Context: an optimization exercise on an open-source flow, tuned for small area, a short achievable clock period and few clock cycles per item. The choices shown serve that exercise and are no tape-out recipe.
Function was checked by simulation only, so behaviour that the tests miss may differ from the original.
Power and IR drop assume default switching activity.

## can_frame_parser
module can_frame_parser (
    input  wire        clk,
    input  wire        rst,
    input  wire        in_valid,
    output wire        in_ready,
    input  wire [10:0] in_id,
    input  wire [3:0]  in_dlc,
    input  wire [63:0] in_data,
    output wire        rd_valid,
    input  wire        rd_ready,
    output wire        rd_last,
    output reg  [7:0]  rd_field,
    output reg  [1:0]  rd_kind,
    output wire [16:0] rd_raw,
    output reg  [1:0]  rd_scale,
    output wire [55:0] rd_text,
    output reg  [2:0]  rd_textlen,
    output wire        tx_valid,
    output wire [10:0] tx_id,
    output wire [3:0]  tx_dlc,
    output wire [63:0] tx_data,
    output wire        done,
    output reg  [5:0]  fault_bits,
    output wire [15:0] fault_count
);
==> flow/config.mk <==
export PLATFORM = sky130hd
export DESIGN_NAME = can_frame_parser
export DESIGN_NICKNAME = can_frame_parser
export VERILOG_FILES = /design/flow/design.v
export SDC_FILE = /design/flow/constraint.sdc
export NUM_CORES = 4
export LEC_CHECK = 0
export CAP_MARGIN = 20
export CORE_MARGIN = 2
export CORE_UTILIZATION = 40
export PLACE_DENSITY = 0.6
export SLEW_MARGIN = 20
==> flow/constraint.sdc <==
create_clock -name core_clock -period 6.0 [get_ports {clk}]
set_input_delay 1.2000 -clock core_clock [delete_from_list [all_inputs] [get_ports {clk}]]
set_output_delay 1.2000 -clock core_clock [all_outputs]
set_load 0.01 [all_outputs]
run.sh (not shown) runs the stock make flow with config.mk's settings and CLKGATE_MAP_FILE= SYNTH_SCRIPT=/design/flow/synth_recipe.tcl, a recipe that flattens the netlist after the stock synthesis.
The starting point ran to the end with violations: setup timing.
Testbench counts at the start, summed over its fixed seeds: cycles 35,159, frames 20,000.
Edit:
--- a/flow/config.mk
+++ b/flow/config.mk
@@ -11,2 +11,3 @@
 export PLACE_DENSITY = 0.6
+export SETUP_SLACK_MARGIN = 2.5
 export SLEW_MARGIN = 20
Now the flow passed the timing, DRC and antenna checks. Worst setup slack is better by 280 ps. Synthesized cell count stays the same. Sequential power hardly moves. Maximum frequency grows by 4.9%.
Edit:
--- a/flow/config.mk
+++ b/flow/config.mk
@@ -11,3 +11,3 @@
 export PLACE_DENSITY = 0.6
-export SETUP_SLACK_MARGIN = 2.5
+export SETUP_SLACK_MARGIN = 1
 export SLEW_MARGIN = 20
Effect:
- final area shrinks by 3.3%
- clock power shrinks by about 1%
- non-clock buffer count shrinks by 18
- global-route usage shrinks by 0.54 points

---

Setup of run a:
can_frame_parser, a different RTL version from the one above (not shown whole).
For scale: roughly 890 cells after synthesis, about 280 I/O pins, about 8500 um2 of cells after synthesis.
==> flow/design.v (excerpt) <==
module can_frame_parser (
    input  wire        clk,
    input  wire        rst,
    input  wire        in_valid,
    output wire        in_ready,
    input  wire [10:0] in_id,
    input  wire [3:0]  in_dlc,
    input  wire [63:0] in_data,
    output wire        rd_valid,
    input  wire        rd_ready,
    output wire        rd_last,
    output wire [7:0]  rd_field,
    output reg  [1:0]  rd_kind,
    output wire [16:0] rd_raw,
    output reg  [1:0]  rd_scale,
    output wire [55:0] rd_text,
    output wire [2:0]  rd_textlen,
    output wire        tx_valid,
    output wire [10:0] tx_id,
    output wire [3:0]  tx_dlc,
    output wire [63:0] tx_data,
    output wire        done,
    output reg  [5:0]  fault_bits,
    output wire [15:0] fault_count
);
    localparam [1:0] SEL_IDLE = 2'd0, SEL_A = 2'd1, SEL_B = 2'd2, SEL_C = 2'd3;
    localparam [1:0] K_NUM = 2'd0, K_ONOFF = 2'd1, K_LABEL = 2'd2, K_TEXT = 2'd3;
    localparam [4:0] P_NONE = 5'd0, P_282 = 5'd1, P_381 = 5'd2, P_382 = 5'd3,
                     P_481 = 5'd4, P_A1 = 5'd6, P_A3 = 5'd7,
                     P_B1 = 5'd8, P_C2 = 5'd9, P_C4 = 5'd10, P_C5 = 5'd11,
                     P_C6 = 5'd12, P_C8 = 5'd13, P_C9 = 5'd14, P_C14 = 5'd15,
                     P_OS0 = 5'd16;   
    reg [1:0]  sel;
    reg [3:0]  line;           
    reg        upload;
    reg        carry_valid;
    reg [7:0]  carry_byte;     
    reg [15:0] fc;             
    reg        fpend;          
    assign fault_count = (fpend && ~&fc) ? fc + 16'd1 : fc;
    reg        em;             
    reg        zd;             
    reg        eml;            
    reg        skip1;          
    reg        txp;            
    reg [1:0]  tx_code;
    reg        cst;            
    reg [2:0]  tlen;
    reg [55:0] dat;            
    wire [7:0] d1 = dat[7:0],   d2 = dat[15:8],  d3 = dat[23:16], d4 = dat[31:24];
    wire [7:0] d5 = dat[39:32], d6 = dat[47:40], d7 = dat[55:48];
    localparam [1:0] H_NEXT = 2'd0, H_ZERO = 2'd2, H_SEXT = 2'd3;
  ...
Settings: LEC_CHECK=0, CAP_MARGIN=20, CORE_MARGIN=2, CORE_UTILIZATION=35, CTS_BUF_LIST=sky130_fd_sc_hd__clkbuf_8, CTS_CLUSTER_DIAMETER=150, CTS_CLUSTER_SIZE=40, PLACE_DENSITY=0.6, SETUP_SLACK_MARGIN=2.75, SLEW_MARGIN=20; clock period 6.0 ns.
standard.sh (not shown) runs the stock make flow with config.mk's settings and CLKGATE_MAP_FILE= SYNTH_SCRIPT=/design/flow/synth_recipe.tcl, a recipe that flattens the netlist after the stock synthesis.
==> flow/flow/run.sh <==
#!/bin/bash
# Standard ORFS layout with fast port buffers and free cell resizing:
#  - ports are buffered with buf_1 instead of the default delay-buffer cell
#  - the resizer may swap a cell for any cell of the same function
#    (MATCH_CELL_FOOTPRINT=0), not only same-footprint ones.
set -euo pipefail
bash standard.sh MATCH_CELL_FOOTPRINT=0 \
  "BUFFER_PORTS_ARGS=-buffer_cell sky130_fd_sc_hd__buf_1" \
  finish > standard.log 2>&1
Testbench counts of run a, summed over its fixed seeds: cycles 35,159, frames 20,000.
### run a -> run b
diff --git a/flow/config.mk b/flow/config.mk
--- a/flow/config.mk
+++ b/flow/config.mk
@@ -13,4 +13,4 @@
 export CTS_CLUSTER_SIZE = 40
 export PLACE_DENSITY = 0.6
-export SETUP_SLACK_MARGIN = 2.75
+export SETUP_SLACK_MARGIN = 2.25
 export SLEW_MARGIN = 20
Notes after the runs:
- Between run b and run a, the difference in worst hold slack is negligible.
- Any difference in fraction of area in multi-input gates between run a and run b is small enough to ignore.
- Clock transition time at the flip-flop clock pins of the worst setup and hold paths across run b and run a: no real change.

---

Another version of the RTL of can_frame_parser (not shown whole).
For scale: about 920 cells after synthesis, about 130 flip-flops, ~280 I/O pins, ~0.0090 sq mm of cells after synthesis.
==> flow/design.v (excerpt) <==
module can_frame_parser (
    input  wire        clk,
    input  wire        rst,
    input  wire        in_valid,
    output wire        in_ready,
    input  wire [10:0] in_id,
    input  wire [3:0]  in_dlc,
    input  wire [63:0] in_data,
    output wire        rd_valid,
    input  wire        rd_ready,
    output wire        rd_last,
    output wire [7:0]  rd_field,
    output reg  [1:0]  rd_kind,
    output wire [16:0] rd_raw,
    output reg  [1:0]  rd_scale,
    output wire [55:0] rd_text,
    output wire [2:0]  rd_textlen,
    output wire        tx_valid,
    output wire [10:0] tx_id,
    output wire [3:0]  tx_dlc,
    output wire [63:0] tx_data,
    output wire        done,
    output reg  [5:0]  fault_bits,
    output wire [15:0] fault_count
);
clock: 6.0 ns
lec_check: 0
cap_margin: 20
core_margin: 2
core_utilization: 35
place_density: 0.6
setup_slack_margin: 2.0
slew_margin: 20
Scripts as last shown in full above: flow/flow/run.sh
The baseline finished with timing, DRC and antenna clean.
Testbench counts at the start, summed over its fixed seeds: cycles 35,159, frames 20,000.
==> next run, changes <==
==> flow/flow/run.sh (replaced) <==
#!/bin/bash
# Standard ORFS layout with fast port buffers and free cell resizing:
#  - ports are buffered with buf_2 instead of the default delay-buffer cell
#  - the resizer may swap a cell for any cell of the same function
#    (MATCH_CELL_FOOTPRINT=0), not only same-footprint ones.
set -euo pipefail
bash standard.sh MATCH_CELL_FOOTPRINT=0 \
  "BUFFER_PORTS_ARGS=-buffer_cell sky130_fd_sc_hd__buf_2" \
  finish > standard.log 2>&1
CTS_BUF_LIST = sky130_fd_sc_hd__clkbuf_8   (was default)
CTS_CLUSTER_DIAMETER = 150   (was default)
CTS_CLUSTER_SIZE = 40   (was default)
Register-to-register slack loses 0.06 ns. Die area is unchanged. Non-clock buffer count came out lower by 3. Via count is higher by 0.91%. Flip-flop and latch count does not change. Design area stays flat. Global-route usage came out lower by 0.31 points. Total power shrinks by about 13%. Synthesized area is unchanged.
==> next run, changes <==
SETUP_SLACK_MARGIN = 2.25   (was 2.0)
Result:
- worst setup slack improved by 0.12 ns
- first-iteration DRC count went up by 6.2%
- final area went up by 0.57%
- maximum frequency went up by 3.3%
- cell count is about the same
- routed wire length is about the same
- via count is about the same
- synthesized area does not change
- total power is about the same
==> next run, changes <==
CORE_UTILIZATION = 50   (was 35)
CTS_BUF_LIST = default   (was sky130_fd_sc_hd__clkbuf_8)
CTS_CLUSTER_DIAMETER = default   (was 150)
CTS_CLUSTER_SIZE = default   (was 40)
PLACE_DENSITY = 0.75   (was 0.6)
SETUP_SLACK_MARGIN = 2.0   (was 2.25)
Sequential power hardly moves; sequential cell count is unchanged; non-clock buffer count went down by 3.

---

Another version of the RTL of can_frame_parser (not shown whole).
Size in the first run: roughly 140 flip-flops, ~9700 sq um of cells after synthesis.
==> flow/config.mk <==
export PLATFORM = sky130hd
export DESIGN_NAME = can_frame_parser
export DESIGN_NICKNAME = can_frame_parser
export VERILOG_FILES = /design/flow/design.v
export SDC_FILE = /design/flow/constraint.sdc
export NUM_CORES = 4
export LEC_CHECK = 0
export CAP_MARGIN = 20
export CORE_MARGIN = 2
export CORE_UTILIZATION = 35
export PLACE_DENSITY = 0.6
export SETUP_SLACK_MARGIN = 2.0
export SLEW_MARGIN = 20
==> flow/constraint.sdc <==
create_clock -name core_clock -period 6.0 [get_ports {clk}]
set_input_delay 1.2000 -clock core_clock [delete_from_list [all_inputs] [get_ports {clk}]]
set_output_delay 1.2000 -clock core_clock [all_outputs]
set_load 0.01 [all_outputs]
==> flow/flow/run.sh <==
#!/bin/bash
# Standard ORFS layout with fast port buffers and free cell resizing:
#  - ports are buffered with buf_2 instead of the default delay-buffer cell
#  - the resizer may swap a cell for any cell of the same function
#    (MATCH_CELL_FOOTPRINT=0), not only same-footprint ones.
set -euo pipefail
bash standard.sh MATCH_CELL_FOOTPRINT=0 \
  "BUFFER_PORTS_ARGS=-buffer_cell sky130_fd_sc_hd__buf_2" \
  finish > standard.log 2>&1
The baseline produced a clean layout.
Testbench counts at the start, summed over its fixed seeds: cycles 35,159, frames 20,000.
Edit:
==> flow/flow/run.sh (replaced) <==
#!/bin/bash
# Standard ORFS layout with fast port buffers and free cell resizing:
#  - ports are buffered with buf_1 instead of the default delay-buffer cell
#  - the resizer may swap a cell for any cell of the same function
#    (MATCH_CELL_FOOTPRINT=0), not only same-footprint ones.
set -euo pipefail
bash standard.sh MATCH_CELL_FOOTPRINT=0 \
  "BUFFER_PORTS_ARGS=-buffer_cell sky130_fd_sc_hd__buf_1" \
  finish > standard.log 2>&1
- CTS_BUF_LIST: not set -> sky130_fd_sc_hd__clkbuf_8
- CTS_CLUSTER_SIZE: not set -> 30
- SETUP_SLACK_MARGIN: 2.0 -> 2.5
=> The new run finished clean. Register-to-register slack gains 0.05 ns. Routed wire length goes up by a few percent. Worst setup slack gains 0.061 ns. Clock power came out lower by a quarter to a third. Cell area went up by a few percent. Sequential share of layout area went down by 1.4 points. Total power falls by roughly a tenth. Non-clock buffer count came out higher by 40. Clock skew went up by 0.0031 ns.

==> separate check: timing with driven ports <==
The flow's constraints put no driver on any port. The routed layouts listed below were extracted and timed again, unchanged, in two steps. Step 1 sets driving cells, clkbuf_16 on the clock port and buf_2 on the other inputs (assumed; they add their load-dependent delay and slew). Step 2 times the ports against the registers' clock, not the clock port: input delays grow and output delays shrink by t, the midpoint of the rising clock arrivals with the driver on. a / b / c = no drivers / after step 1 / after step 2; a / b = the first two.
run	shift t [ns]	setup WS [ns]	hold WS [ns]	slew at the worst register clock pin (ns)	cell pins on the clock port's net
the first run of note 1	0.419	-0.017 / -0.067 / 0.352	0.511 / 0.511 / 0.511	0.09 / 0.09	1
the second run of note 1	0.431	0.266 / 0.217 / 0.648	0.532 / 0.532 / 0.532	0.10 / 0.10	1
the third run of note 1	0.420	0.276 / 0.227 / 0.647	0.513 / 0.513 / 0.513	0.09 / 0.09	1
run a	0.502	2.514 / 2.470 / 2.324	0.490 / 0.490 / 0.490	0.10 / 0.10	1
run b	0.501	2.417 / 2.374 / 1.935	0.492 / 0.492 / 0.492	0.10 / 0.10	1
the first run of note 3	0.469	2.350 / 2.302 / 1.893	0.480 / 0.480 / 0.480	0.07 / 0.07	1
the second run of note 3	0.491	2.326 / 2.283 / 1.973	0.506 / 0.506 / 0.506	0.10 / 0.10	1
the third run of note 3	0.494	2.444 / 2.432 / 1.969	0.506 / 0.506 / 0.506	0.09 / 0.09	1
the fourth run of note 3	0.466	2.326 / 2.281 / 1.917	0.480 / 0.480 / 0.480	0.06 / 0.06	1
the first run of note 4	0.485	2.146 / 2.097 / 1.808	0.452 / 0.452 / 0.452	0.08 / 0.08	1
the second run of note 4	0.507	2.208 / 2.162 / 1.891	0.457 / 0.457 / 0.457	0.11 / 0.11	1
For run b, which loses most, drivers alone change the setup slack by -0.043 ns; drivers and shift together by -0.482 ns.
